What follows belongs to an exercise in optimizing a design on an open flow for small area, a short achievable clock period and few clock cycles; a production flow would make more cautious choices. At most, simulation tests tie the RTL to the original design; equivalence was not proved. Power is estimated from default activity; no workload was simulated.

==> flow/design.v (excerpt) <==
module patch_encoder (
    input             clk,
    input             rst,
    input             large_patch,
    input             in_valid,
    output            in_ready,
    input      [1:0]  in_kind,
    input      [31:0] in_coef,
    input      [15:0] in_stride,
    input      [7:0]  in_patch_size,
    input      [7:0]  in_layer_type,
    input      [7:0]  in_quant_wbits,
    input      [31:0] in_dc_offset,
    input      [15:0] in_range,
    input      [31:0] in_patch_ids,
    input      [15:0] in_postquant,
    output            out_valid,
    input             out_ready,
    output     [7:0]  out_data,
    output            out_last
);
Size: roughly 4000 cells after synthesis, roughly 1800 flip-flops, about 190 I/O pins, roughly 0.072 sq mm of cells after synthesis.
make LEC_CHECK=0 CAP_MARGIN=20 CORE_MARGIN=2 CORE_UTILIZATION=40 SLEW_MARGIN=20 finish   # period 6.5 ns
run.sh (not shown) runs the stock make flow with config.mk's settings and CLKGATE_MAP_FILE= SYNTH_SCRIPT=/design/flow/synth_recipe.tcl, a recipe that flattens the netlist after the stock synthesis.
Testbench counts at the start, summed over its fixed seeds: cycles 13,638.
Then changed:
--- a/flow/config.mk
+++ b/flow/config.mk
@@ -7,2 +7,3 @@
 export LEC_CHECK = 0
+export ABC_CLOCK_PERIOD_IN_PS = 3000
 export CAP_MARGIN = 20
@@ -10,2 +11,3 @@
 export CORE_UTILIZATION = 40
+export SETUP_SLACK_MARGIN = 3.5
 export SLEW_MARGIN = 20
The changed run completed without violations.
Total power climbs by 2.9%.
Worst setup slack improves by 0.94 ns.
Clock power drops by about 6%.
Clock skew climbs by 0.0082 ns.
Wire length climbs by 6.8%.
Sequential cell count is unchanged.

alpha:
patch_encoder, a different RTL version from the one above (not shown whole).
Size: ~6,500 cells after synthesis, roughly 1,900 flip-flops, roughly 190 I/O pins, roughly 0.076 mm^2 of cells after synthesis.
Design patch_encoder, start of the top module:
module patch_encoder (
    input             clk,
    input             rst,
    input             large_patch,
    input             in_valid,
    output            in_ready,
    input      [1:0]  in_kind,
    input      [31:0] in_coef,
    input      [15:0] in_stride,
    input      [7:0]  in_patch_size,
    input      [7:0]  in_layer_type,
    input      [7:0]  in_quant_wbits,
    input      [31:0] in_dc_offset,
    input      [15:0] in_range,
    input      [31:0] in_patch_ids,
    input      [15:0] in_postquant,
    output            out_valid,
    input             out_ready,
    output     [7:0]  out_data,
    output            out_last
);
    localparam [1:0] C_GH = 2'd0, C_PH = 2'd1, C_COEF = 2'd2, C_END = 2'd3;
    localparam [1:0] E_GH = 2'd0, E_PE = 2'd1, E_CF = 2'd2;    
    reg        in_ready_q;
    assign in_ready = in_ready_q;
    wire       fire = in_valid & in_ready_q;
    reg [1:0]  exp_k;
    reg [6:0]  n_cur;         
    reg [6:0]  coef_left;     
    reg [6:0]  pq_r;          
    reg        lp_q;          
    wire       k_cf  = (exp_k == E_CF);
    wire       f_cf  = fire & k_cf;
    wire       f_gh  = fire & !k_cf & (in_kind == C_GH);
    wire       f_ph  = fire & !k_cf & (in_kind == C_PH);
    reg  [1:0] ph_ok;         
    wire       ph_we0 = in_valid & (in_kind == C_PH) & ph_ok[0];
  ...
clock: 6.5 ns
lec_check: 0
abc_area: 1
abc_clock_period_in_ps: 2700
cap_margin: 20
core_margin: 2
core_utilization: 40
cts_cluster_diameter: 80
cts_cluster_size: 24
setup_slack_margin: 3.8
slew_margin: 20
Testbench counts of alpha, summed over its fixed seeds: cycles 13,490.
What beta does differently from alpha at the input level:
- ABC_AREA: 1 -> unset
- SETUP_SLACK_MARGIN: 3.8 -> 4.0
==> comparison <==
Compared with alpha, beta shows a worst setup slack that is 0.24 ns higher.
Of alpha and beta, the higher multi-input combinational cell count belongs to alpha.
Number of signal-net buffers in the layout, beta vs alpha: up by more than a quarter
beta reached the end of the flow, and the finished layout is clean on the timing, design-rule and antenna checks.
Measured against each other, alpha and beta differ in internal power contribution, the lower figure coming from beta.
Between alpha and beta, the flow reports sum of internal, switching and leakage power decreasing by more than 10%.
Taking alpha as the reference, in beta via count fell by 5.5%, critical path depth rose by 2, fraction of area in registers rose by 0.30 points, share of power burned in combinational logic fell by 13 points, area after synthesis fell by about 2.2%.
A dominant combinational cell family by area after synthesis of compound AO/OA/AOI/OAI gates is what beta shows, while simple AND/OR/NAND/NOR gates belongs to alpha.
#### Input delta (gamma over beta)
- SETUP_SLACK_MARGIN: 4.0 -> 3.8
==> run notes <==
Diff beta -> gamma: combinational fraction of design power went down 1.9 points; level count of the clock H-tree has remained practically unchanged. | clock input transition at the sequential cells of the worst setup and hold paths | gamma vs beta | ≈ equal |. The summed area of non-filler cells in the final layout number comes out higher for beta vs gamma.
Input-level comparison between delta and gamma:
- swapping 2700 for 2600 in ABC_CLOCK_PERIOD_IN_PS
- swapping 3.8 for 4.0 in SETUP_SLACK_MARGIN
Notes after the runs:
- gamma: done, clean on timing, DRC and antenna
- delta reached the end of the flow, and the finished layout is clean on the timing, design-rule and antenna checks.
- Worst slew margin relative to its limit: delta vs gamma up 3.3 points
- Summary: with gamma as the reference, count of clock-buffer cells in the layout in delta moved down by a few percent.
- | post-CTS setup buffer count | delta vs gamma | 190% higher |
- | clock group share of total power | lower: gamma |
- Row maximum ir drop on the vdd rail: delta higher / gamma lower
- Changes observed in delta relative to gamma: design area rose 3.1%; number of cells upsized or downsized after cts went up by 179; net load switching power increased by about 4.4% relative to the old numbers.
- Part of the power in combinational logic was lower in the run labelled gamma.
--- input diff delta..epsilon ---
- CTS_CLUSTER_SIZE changed from 24 to 30
- SETUP_SLACK_MARGIN changed from 4.0 to 3.8
- ABC_CLOCK_PERIOD_IN_PS changed from 2600 to 2700
Results
- Global-route wire length before repair for epsilon is lower than for delta.
- Utilization of the core after routing was lower in the run labelled epsilon.
- In the flow results for delta and epsilon, the critical path depth is smaller on epsilon.
- Sort delta and epsilon by number of buffers created by CTS, descending, and delta comes first.

Setup of before:
Another version of the RTL of patch_encoder (not shown whole).
Size: roughly 1900 flip-flops, about 190 I/O pins, about 0.075 mm^2 of cells after synthesis.
export LEC_CHECK = 0
export ABC_CLOCK_PERIOD_IN_PS = 2700
export CAP_MARGIN = 20
export CORE_MARGIN = 2
export CORE_UTILIZATION = 40
export CTS_BUF_LIST = sky130_fd_sc_hd__clkbuf_4 sky130_fd_sc_hd__clkbuf_8
export CTS_CLUSTER_SIZE = 30
export SETUP_SLACK_MARGIN = 3.8
export SLEW_MARGIN = 20
create_clock -name core_clock -period 6.5 [get_ports {clk}]
before finished end to end and its layout was clean on timing, DRC and antenna.
Testbench counts of before, summed over its fixed seeds: cycles 13,659.
## Diff of input files: after against before
Settings: a deleted CTS_BUF_LIST that had been sky130_fd_sc_hd__clkbuf_4 sky130_fd_sc_hd__clkbuf_8; a deleted CTS_CLUSTER_SIZE that had been 30.
### Flow results
- after vs. before: vias after detailed routing fell about 1.5%; wire length after detailed routing fell 0.79%; critical path's largest stage delay fell 0.02 ns.
- [after] power density normalized to cell area rose 1.6% relative to before
- When after is set beside before, its time the final worst path needs with I/O delays and setup turns out to be 0.035 ns smaller.
- The final area of after was inferior to that of before.
- Looking at count of placed standard cells in the final layout, fillers left out across before and after, the one that comes out lower is after.
- after: utilization of the core after routing 0.24 points above before

Another version of the RTL of patch_encoder (not shown whole).
Size in the first run: roughly 1800 flip-flops, about 74000 um^2 of cells after synthesis.
clock: 6.5 ns
lec_check: 0
abc_clock_period_in_ps: 2800
cap_margin: 20
core_margin: 2
core_utilization: 55
setup_slack_margin: 3.7
slew_margin: 20
Rerun with:
- ABC_CLOCK_PERIOD_IN_PS: 2800 -> 3000
- CORE_UTILIZATION: 55 -> 40
- SETUP_SLACK_MARGIN: 3.7 -> 3.5
=> The changed run produced a clean layout; clock skew climbs by 12 ps; cell area barely changes; die area climbs by well over a third; via count drops slightly; cell count climbs by roughly a tenth; synthesized cell count is unchanged; sequential share of layout area is about the same; clock-buffer cell count climbs by 2; power drops slightly; setup slack is about the same.
Function was not checked in any run of this note: the RTL went through the layout flow alone.

patch_encoder, a different RTL version from the one above (not shown whole).
Size in the first run: roughly 1900 flip-flops, about 74000 µm² of cells after synthesis.
Design patch_encoder, start of the top module:
module patch_encoder (
    input             clk,
    input             rst,
    input             large_patch,
    input             in_valid,
    output            in_ready,
    input      [1:0]  in_kind,
    input      [31:0] in_coef,
    input      [15:0] in_stride,
    input      [7:0]  in_patch_size,
    input      [7:0]  in_layer_type,
    input      [7:0]  in_quant_wbits,
    input      [31:0] in_dc_offset,
    input      [15:0] in_range,
    input      [31:0] in_patch_ids,
    input      [15:0] in_postquant,
    output            out_valid,
    input             out_ready,
    output     [7:0]  out_data,
    output            out_last
);
==> flow/config.mk <==
export PLATFORM = sky130hd
export DESIGN_NAME = patch_encoder
export DESIGN_NICKNAME = patch_encoder
export VERILOG_FILES = /design/flow/design.v
export SDC_FILE = /design/flow/constraint.sdc
export NUM_CORES = 4
export LEC_CHECK = 0
export ABC_CLOCK_PERIOD_IN_PS = 2700
export CAP_MARGIN = 20
export CORE_MARGIN = 2
export CORE_UTILIZATION = 40
export SETUP_SLACK_MARGIN = 3.8
export SLEW_MARGIN = 20
==> flow/constraint.sdc <==
create_clock -name core_clock -period 6.5 [get_ports {clk}]
set_input_delay 1.3000 -clock core_clock [delete_from_list [all_inputs] [get_ports {clk}]]
set_output_delay 1.3000 -clock core_clock [all_outputs]
set_load 0.01 [all_outputs]
The baseline finished with timing, DRC and antenna clean.
Testbench counts at the start, summed over its fixed seeds: cycles 13,659.
==> next run, changes <==
- CTS_CLUSTER_DIAMETER: unset -> 80
- CTS_CLUSTER_SIZE: unset -> 24
Outcome:
- fmax goes up by 0.60%
- non-clock buffer count decreases by 11
- cell area came out lower by 3.7%
- sequential power is about the same
- utilization goes down by 1.8 points
- final cell count drops by 2.5%
- wire length came out lower by about 1%
- setup slack improves by 0.017 ns
- critical path depth stays the same
- global-route usage came out lower by 0.36 points
- hold slack gets better by 0.010 ns

afterwards: timing with drivers on the ports:
In the flow no input, the clock included, has a driving cell. The finished layouts below were timed again as built, in two steps. Step 1: set_driving_cell puts a clkbuf_16 on clk and a buf_2 on each other input, an assumption about the parent block. Step 2 adds t to the input delays and takes it off the output delays; t is the mean of the earliest and latest rising clock arrival at the registers after step 1. Input paths then give back, and output paths get back, about the clock's delay inside the block. Three values: ideal, step 1, step 2; two values: the first two.
run	t, ns	setup slack, ns	worst slew at a driven data input, ns	cell pins on the clock port's net
the first run of note 1	0.881	1.625 / 1.625 / 1.625	0.10	1
the second run of note 1	0.875	2.561 / 2.561 / 2.116	0.11	1
alpha	0.852	3.611 / 3.611 / 3.132	0.11	1
beta	0.861	3.853 / 3.762 / 3.154	0.12	1
gamma	0.851	3.734 / 3.734 / 3.117	0.12	1
delta	0.861	3.853 / 3.762 / 3.154	0.12	1
epsilon	0.855	3.698 / 3.698 / 3.145	0.12	1
before	1.079	3.528 / 3.528 / 2.699	0.12	1
after	0.904	3.563 / 3.563 / 2.931	0.12	1
the first run of note 4	0.867	3.292 / 3.301 / 2.458	0.10	1
the second run of note 4	0.857	3.294 / 3.299 / 2.455	0.10	1
the first run of note 5	0.922	3.724 / 3.724 / 2.926	0.12	1
the second run of note 5	0.843	3.741 / 3.741 / 2.983	0.12	1
After both steps every run listed still meets setup and hold. For the second run of note 4, which loses most, drivers alone change the setup slack by +0.005 ns; drivers and shift together by -0.839 ns.
